Source: an optimization exercise on an open RTL-to-GDS flow (aim: small area). Production flows keep margins and buffers that such runs may drop. In this exercise RTL edits were held to simulation tests only and were not proved equivalent to the original.

$ cat flow/config.mk
export PLATFORM = sky130hd
export DESIGN_NAME = klt_block
export DESIGN_NICKNAME = klt_block
export VERILOG_FILES = /design/flow/design.v
export SDC_FILE = /design/flow/constraint.sdc
export NUM_CORES = 4
export LEC_CHECK = 0
export CAP_MARGIN = 20
export CORE_MARGIN = 2
export CORE_UTILIZATION = 40
export SLEW_MARGIN = 20
$ cat flow/constraint.sdc
create_clock -name core_clock -period 10.0 [get_ports {clk}]
set_input_delay 2.0000 -clock core_clock [delete_from_list [all_inputs] [get_ports {clk}]]
set_output_delay 2.0000 -clock core_clock [all_outputs]
set_load 0.01 [all_outputs]
$ cat flow/design.v
module klt_block (
    input  wire        clk,
    input  wire        rst,
    input  wire [3:0]  col_n,
    input  wire        led_ready,
    output wire [3:0]  row_n,
    output wire        led_valid,
    output wire [31:0] led_word,
    output wire        pwm_out,
    output wire        reboot_req,
    output wire        log_valid,
    output wire [4:0]  log_code
);
    localparam [3:0] S_RST  = 4'b0000, S_DISP = 4'b0001, S_EMIT = 4'b0010, S_HALT = 4'b0011,
                     S_SET1 = 4'b0100, S_SET2 = 4'b0101, S_COL  = 4'b0110, S_REL  = 4'b0111,
                     S_TON  = 4'b1000, S_TGAP = 4'b1001, S_HOLD = 4'b1010, S_IDLE = 4'b1011;
    localparam [8:0] P0 = 9'b000000011;      
    localparam [5:0] S0 = 6'b000111;      
    reg [3:0]  ph;
    reg [10:0] pws;      
    reg        pwh;      
    reg [3:0]  sync1;
    reg        sync2;    
    reg [8:0]  psc;
    reg [5:0]  sub;
    reg [1:0]  kr, kc;
    reg [3:0]  apc;
    wire       waiting = ph[3] & ~ph[2];
    wire       pwrap   = ~psc[1] & psc[2] & psc[3] & ~psc[4] & ~psc[6] & psc[7] & psc[8];    
    wire       u1      = sub[3];     
    wire       u2      = sub[4];     
    wire       u3      = sub[5];     
    wire       u9      = ~sub[1] & ~sub[5];     
    wire       u59     = ~sub[0] & ~sub[1] & ~sub[2] & ~sub[3] & ~sub[5];    
    wire       plast   = ~sub[0] & ~sub[2] & ~sub[5];    
    wire [3:0] key     = {kr, kc};
    wire       col_now = sync2;
    wire       mel     = apc[3];
    wire k0  = (key == 4'd0);
    wire kA  = (key == 4'd3);
    wire kB  = (key == 4'd7);
    wire kC  = (key == 4'd11);
    wire kZ  = (key == 4'd13);
    wire kH  = (key == 4'd14);
    wire kD  = (key == 4'd15);
    reg tdone;
    always @(*) begin
        case (ph)
            S_TON:   tdone = pwrap & (mel ? u9 : u3);
            S_TGAP:  tdone = pwrap & (mel ? u2 : u3);
            S_HOLD:  tdone = (pwrap & (k0 ? u59 : u1)) | ~(k0 | kZ);    
            default: tdone = pwrap & u1;                                
        endcase
    end
    reg gbit;
    always @(*) begin
        case ({apc[2:0], sub})
            {3'd3, 6'b101101}: gbit = 1'b1;
            {3'd3, 6'b110110}: gbit = 1'b1;
            {3'd3, 6'b111011}: gbit = 1'b1;
            {3'd3, 6'b101110}: gbit = 1'b1;
            {3'd3, 6'b100110}: gbit = 1'b1;
            {3'd3, 6'b110011}: gbit = 1'b1;
            {3'd3, 6'b011001}: gbit = 1'b1;
            {3'd3, 6'b101100}: gbit = 1'b1;
            {3'd3, 6'b010110}: gbit = 1'b1;
            {3'd3, 6'b101011}: gbit = 1'b1;
            {3'd3, 6'b010101}: gbit = 1'b1;
            {3'd3, 6'b111101}: gbit = 1'b1;
            {3'd3, 6'b111110}: gbit = 1'b1;
            {3'd3, 6'b000111}: gbit = 1'b1;
            {3'd4, 6'b011010}: gbit = 1'b1;
            {3'd4, 6'b101101}: gbit = 1'b1;
            {3'd4, 6'b110110}: gbit = 1'b1;
            {3'd4, 6'b111011}: gbit = 1'b1;
            {3'd4, 6'b011101}: gbit = 1'b1;
            {3'd4, 6'b101110}: gbit = 1'b1;
            {3'd4, 6'b110011}: gbit = 1'b1;
            {3'd4, 6'b011001}: gbit = 1'b1;
            {3'd4, 6'b101100}: gbit = 1'b1;
            {3'd4, 6'b010110}: gbit = 1'b1;
            {3'd4, 6'b010101}: gbit = 1'b1;
            {3'd4, 6'b111110}: gbit = 1'b1;
            {3'd4, 6'b111111}: gbit = 1'b1;
            {3'd4, 6'b011111}: gbit = 1'b1;
            {3'd4, 6'b001111}: gbit = 1'b1;
            {3'd4, 6'b000111}: gbit = 1'b1;
            {3'd5, 6'b011010}: gbit = 1'b1;
            {3'd5, 6'b101101}: gbit = 1'b1;
            {3'd5, 6'b110110}: gbit = 1'b1;
            {3'd5, 6'b111011}: gbit = 1'b1;
            {3'd5, 6'b011101}: gbit = 1'b1;
            {3'd5, 6'b011011}: gbit = 1'b1;
            {3'd5, 6'b101100}: gbit = 1'b1;
            {3'd5, 6'b110101}: gbit = 1'b1;
            {3'd5, 6'b111110}: gbit = 1'b1;
            {3'd5, 6'b111111}: gbit = 1'b1;
            {3'd5, 6'b011111}: gbit = 1'b1;
            {3'd5, 6'b001111}: gbit = 1'b1;
            {3'd5, 6'b000111}: gbit = 1'b1;
            {3'd6, 6'b101101}: gbit = 1'b1;
            {3'd6, 6'b110110}: gbit = 1'b1;
            {3'd6, 6'b111011}: gbit = 1'b1;
            {3'd6, 6'b101110}: gbit = 1'b1;
            {3'd6, 6'b100110}: gbit = 1'b1;
            {3'd6, 6'b110011}: gbit = 1'b1;
            {3'd6, 6'b101011}: gbit = 1'b1;
            {3'd6, 6'b010101}: gbit = 1'b1;
            {3'd6, 6'b111101}: gbit = 1'b1;
            {3'd6, 6'b111111}: gbit = 1'b1;
            {3'd6, 6'b011111}: gbit = 1'b1;
            {3'd6, 6'b001111}: gbit = 1'b1;
            {3'd7, 6'b011010}: gbit = 1'b1;
            {3'd7, 6'b011101}: gbit = 1'b1;
            {3'd7, 6'b101110}: gbit = 1'b1;
            {3'd7, 6'b100110}: gbit = 1'b1;
            {3'd7, 6'b110011}: gbit = 1'b1;
            {3'd7, 6'b101011}: gbit = 1'b1;
            {3'd7, 6'b010101}: gbit = 1'b1;
            {3'd7, 6'b111101}: gbit = 1'b1;
            {3'd7, 6'b111111}: gbit = 1'b1;
            {3'd7, 6'b011111}: gbit = 1'b1;
            {3'd7, 6'b001111}: gbit = 1'b1;
            default: gbit = 1'b0;
        endcase
    end
    wire red   = (k0 & gbit) | kC;
    wire green = kD;
    wire blue  = kB;
    wire white = kH;
    assign led_word = {1'b0, green | white, {6{green}},
                       1'b0, red, red | white, {5{red}},
                       {3{blue}}, blue | white, {4{blue}},
                       8'h00};
    assign led_valid  = (ph == S_EMIT);
    assign pwm_out    = (ph == S_TON) & ~pwh;
    assign reboot_req = (ph == S_HALT);
    assign log_valid  = (ph == S_DISP) & (apc == 4'd1);
    assign log_code   = {1'b1, kr, kc};
    assign row_n      = (ph[3:2] == 2'b01) ? ~(4'b0001 << kr) : 4'b1111;
    wire scan_go = (ph == S_RST) || (ph == S_IDLE && tdone);
    reg [1:0] kc_n;
    always @(*) begin
        kc_n = kc;
        if (scan_go) kc_n = 2'd0;
        else if (ph == S_COL && col_now) kc_n = kc + 2'd1;
    end
    wire pwz = (pws[9:0] == 10'd0);
    always @(posedge clk) begin
        sync1 <= col_n;
        sync2 <= sync1[kc_n];
        kc    <= kc_n;
        if (!waiting || pwrap) psc <= P0;
        else                   psc <= {psc[7:0], psc[3] ^ psc[8]};
        if (!(waiting || ph == S_EMIT) || (waiting && tdone) || (ph == S_EMIT && led_ready && plast))
            sub <= S0;
        else if ((waiting && pwrap) || (ph == S_EMIT && led_ready))
            sub <= {sub[4:0], sub[0] ^ sub[5]};
        if (rst) begin
            ph  <= S_RST;
            pws <= 11'd0;
            pwh <= 1'b0;
        end else begin
            pws <= {pws[9:0], pws[10] ^ pws[8] ^ pwz};
            if (pws[10] & pwz) pwh <= ~pwh;
            case (ph)
                S_RST, S_IDLE: begin
                    if (scan_go) begin
                        kr <= 2'd0;
                        ph <= S_SET1;
                    end
                end
                S_SET1: ph <= S_SET2;
                S_SET2: ph <= S_COL;
                S_COL: begin
                    if (!col_now) begin
                        ph <= S_REL;
                    end else if (kc == 2'd3) begin
                        if (kr == 2'd3) begin
                            ph  <= S_IDLE;
                        end else begin
                            kr  <= kr + 2'd1;
                            ph  <= S_SET1;
                        end
                    end
                end
                S_REL: begin
                    if (col_now) begin
                        apc <= 4'd1;
                        ph  <= S_DISP;
                    end
                end
                S_DISP: begin
                    if (k0) begin
                        if (apc == 4'd1) begin
                            ph <= S_TON;
                        end else if (apc == 4'd8) begin
                            ph <= S_TON;
                        end else if (apc == 4'd0) begin
                            ph <= S_IDLE;
                        end else begin
                            ph <= S_EMIT;
                        end
                    end else if ((kA | kB | kC | kH | kD) && apc == 4'd1) begin
                        ph  <= S_EMIT;
                    end else if (kZ && apc == 4'd1) begin
                        ph  <= S_HOLD;
                    end else if (kZ) begin
                        ph <= S_HALT;
                    end else begin
                        ph  <= S_IDLE;
                    end
                end
                S_TON: begin
                    if (tdone) begin
                        ph  <= S_TGAP;
                    end
                end
                S_TGAP: begin
                    if (tdone) begin
                        apc <= apc + 4'd1;
                        if (apc == 4'd2 || apc == 4'd15) begin
                            ph  <= S_DISP;
                        end else begin
                            ph  <= S_TON;
                        end
                    end
                end
                S_EMIT: begin
                    if (led_ready) begin
                        if (plast) ph <= S_HOLD;
                    end
                end
                S_HOLD: begin
                    if (tdone) begin
                        apc <= apc + 4'd1;
                        ph  <= S_DISP;
                    end
                end
                default: ;
            endcase
        end
    end
endmodule
$ cat flow/run.sh
#!/bin/bash
# synth_recipe.tcl (not shown) runs the flow's synth.tcl, then flattens the netlist and writes it again
# the make line also repeats each setting of config.mk as NAME=value (left out here)
make -C /OpenROAD-flow-scripts/flow DESIGN_CONFIG=/design/flow/config.mk WORK_HOME=/design/flow/orfs CLKGATE_MAP_FILE= SYNTH_SCRIPT=/design/flow/synth_recipe.tcl finish
==> results_dict.tcl <==
set metrics [dict create \
    r2r_slack_ns 7.27 \
    finalSetupViolCount 0 \
    grt_pass1_wl_um 12110 \
    drtIter0Drc 161 \
    clock_path_buffers 2 \
    reg2reg_from "ph[2]" \
    yosys.area.top_type_share 0.2386 \
    drv_cap 0 \
    initial_core_util 0.4126 \
    multi_input_area_um2 1871 \
    whs_ns 0.4158 \
    ant_nets 0 \
    crit_path_max_fanout 28 \
    irDropWorstVdd_mv 0.08393 \
    routed_wl_um 7423 \
    syn_area_per_cell_um2 8.346 \
    finalCriticalPeriod_ns 5.348 \
    slew_viol_final 0 \
    instances_no_fill 485 \
    rows 32 \
    core_um2 7727 \
    status "complete, no violations" \
    die_w_um 93.28 \
    ys_seq_area_frac 0.2951 \
    start_kind "register" \
    timing.final.ws_setup_ns 4.652 \
    die_h_um 93.28 \
    synth_flop_cell "dfxtp_1" \
    detail_route.wl_per_cell_um 15.31 \
    timing.rr.end "kr[1]" \
    die_area_um2 8700 \
    root_buffer "clkbuf_8" \
    fillers 749 \
    cts_hold_buf 0 \
    viasPerCell 5.689 \
    grt_overflow 0 \
    finalPower_mw 0.5383 \
    nets 401 \
    fin_skew_ns 0.009965 \
    tightest_slew_ns 1.041 \
    dp.cells 477 \
    grt_pass1_vias 2475 \
    area_delta_synth_final_pct 10.36 \
    rsz0062_at_grt "no" \
    antennaDiodeCount 0 \
    cts_buffers 5 \
    ios 52 \
    cts_tree "done" \
    yosysTopAreaCell "dfxtp_1" \
    dp_slack_ns 5.051 \
    first_pass_iters 5 \
    gp_congestion 0.8574 \
    synth_cells 382 \
    post-cts-setup-buffers 0 \
    synthTopCellsByArea "dfxtp_1, buf_4, edfxtp_1" \
    yosysMostFrequentCell "dfxtp_1" \
    drc 0 \
    finalCritPeriodShare 0.5348 \
    cellPowerDensity_nw_per_um2 153.0 \
    worstSetupPathType "register to output pin" \
    htreeDepth 2 \
    max_freq_mhz 187.0 \
    antenna_found_initial 0 \
    synth-seq-cells 44 \
    vias 2759 \
    cts_resized 0 \
    netlist_area_um2 3188 \
    cp-startpoint "sub[3]" \
    synth_edf_count 6 \
    arrival_ns 3.35 \
    grt_max_degree 29 \
    register_area_um2 940.9 \
    async_flop_share 0 \
    clk_latency_ns 0.30 \
    ys_top_cells_by_count "dfxtp_1, buf_4, nand2_1" \
    r2r_cells 5 \
    drive_gt1_frac 0.07050 \
    final.setup.tns_ns 0 \
    place_hpwl_um 5297 \
    cts.sinks 44 \
    p_leak_nw 1.287 \
    grt_usage 0.1707 \
    hold_viol 0 \
    min_path_type "register to register" \
    max-slew-margin-rel 0.3049 \
    ys_types 77 \
    io_buffers 40 \
    path_clk_slew_ns 0.09 \
    hold_depth 1 \
    cp_data_required_time_ns 8.00 \
    setup.worst_path.end "led_word[20]" \
    end_kind "output pin" \
    ys_warn_count 1 \
]
logic make-up (layout without fill, tap and decap cells):
group	Yosys count	in the layout	share of synthesized area
adders and majority gates	12	12	0.04709
AOI/OAI and AO/OA	87	87	0.2033
muxes	5	5	0.01688
and+or+nand+nor	151	151	0.2845
buffers and inverters	73	65	0.1287
xor gates and xnor gates	8	8	0.02198
other	2	11	0.002356
DFF	44	44	0.2951
report_power, final:
part	internal, mW	switching (mW)	total (mW)
combinational	0.0808	0.102	0.183
sequential	0.194	0.0317	0.226
clock	0.0652	0.0648	0.130
registers in the layout (all words and copies together) (netlist names):
signal and flops:
pws 11, sync1 4, ph 4, kc 2, sub 6, psc 9
pwh 1, kr 2, apc 4, sync2 1
through the flow:
| step | utilization | area (um^2) |
|---|---|---|
| finish | 0.4553 | 3518 |
| global route | 0.4553 | 3518 |
| CTS | 0.4553 | 3518 |
| detailed placement | 0.4409 | 3407 |
| global placement | 0.4409 | 3407 |
| floorplan | - | 3222 |
metal layers:
layer | GRT usage | wire [um] | up-vias
li1 | - | - | 1340
met1 | 0.2388 | 3436 | 1322
met2 | 0.2692 | 3544 | 85
met3 | 0.03223 | 354 | 12
met4 | 0.04534 | 87 | 0
met5 | 0 | 0 | -
how the worst min path moves through the flow:
stage                       from     end
after floorplan           psc[0]  psc[1]
after detailed placement  psc[0]  psc[1]
after global routing      psc[0]  psc[1]
after global placement    psc[0]  psc[1]
final                     psc[0]  psc[1]
after CTS                 psc[0]  psc[1]
placed cells by master (no fill, tap or decap), types with 5 or more instances in the layout:
cell type        count
a21oi_1             14
and2_1               8
and3_1              13
clkbuf_8             5
clkdlybuf4s50_1     40
conb_1              11
dfxtp_1             38
edfxtp_1             6
ha_1                12
inv_1               16
nand2_1             28
nand2b_1            11
nand3_1             10
nor2_1              14
nor2b_1             18
nor3_1               9
nor4_1               7
o211ai_1             5
o21ai_0             17
xnor2_1              5
critical path, stage by stage, from the launching register on:
cell and delay, ns:
dfxtp_1 1.02, nand3b_1 0.17, a2111oi_0 0.46, a41o_1 0.17, o31ai_1 0.10, o21ai_0 0.47, clkdlybuf4s50_1 0.64
area by class of cell:
type | count | share of cell area
tap | 102 | 0.03627
sequential | 44 | 0.2674
clock buffer | 6 | 0.02667
inverter | 16 | 0.01707
timing repair buffer | 41 | 0.1159
multi-input combinational | 274 | 0.5316
clock inverter | 2 | 0.004979

==> re-timing with driven ports <==
How much do the figures lean on ideal ports? The routed layout below was timed once more, with nothing changed but the port constraints. Step 1, drivers: a clkbuf_16 drives clk and a buf_2 each remaining input, both assumed. Step 2 moves the port delays by t, midway between the first and last clock arrival at a register: inputs arrive t later, outputs are due t later. That takes back most of the time a late clock gives input paths. Slacks: ideal / step 1 / step 2; pairs: ideal / step 1.
shift t [ns]: 0.326
slack for setup (ns): 4.652 / 4.622 / 4.948
hold WS [ns]: 0.416 / 0.416 / 0.416
worst register clock-pin slew, ns: 0.09 / 0.09
pins driven straight from the clock port: 1
After both steps this run still meets setup and hold. For this run, drivers alone change the setup slack by -0.030 ns; drivers and shift together by +0.296 ns.
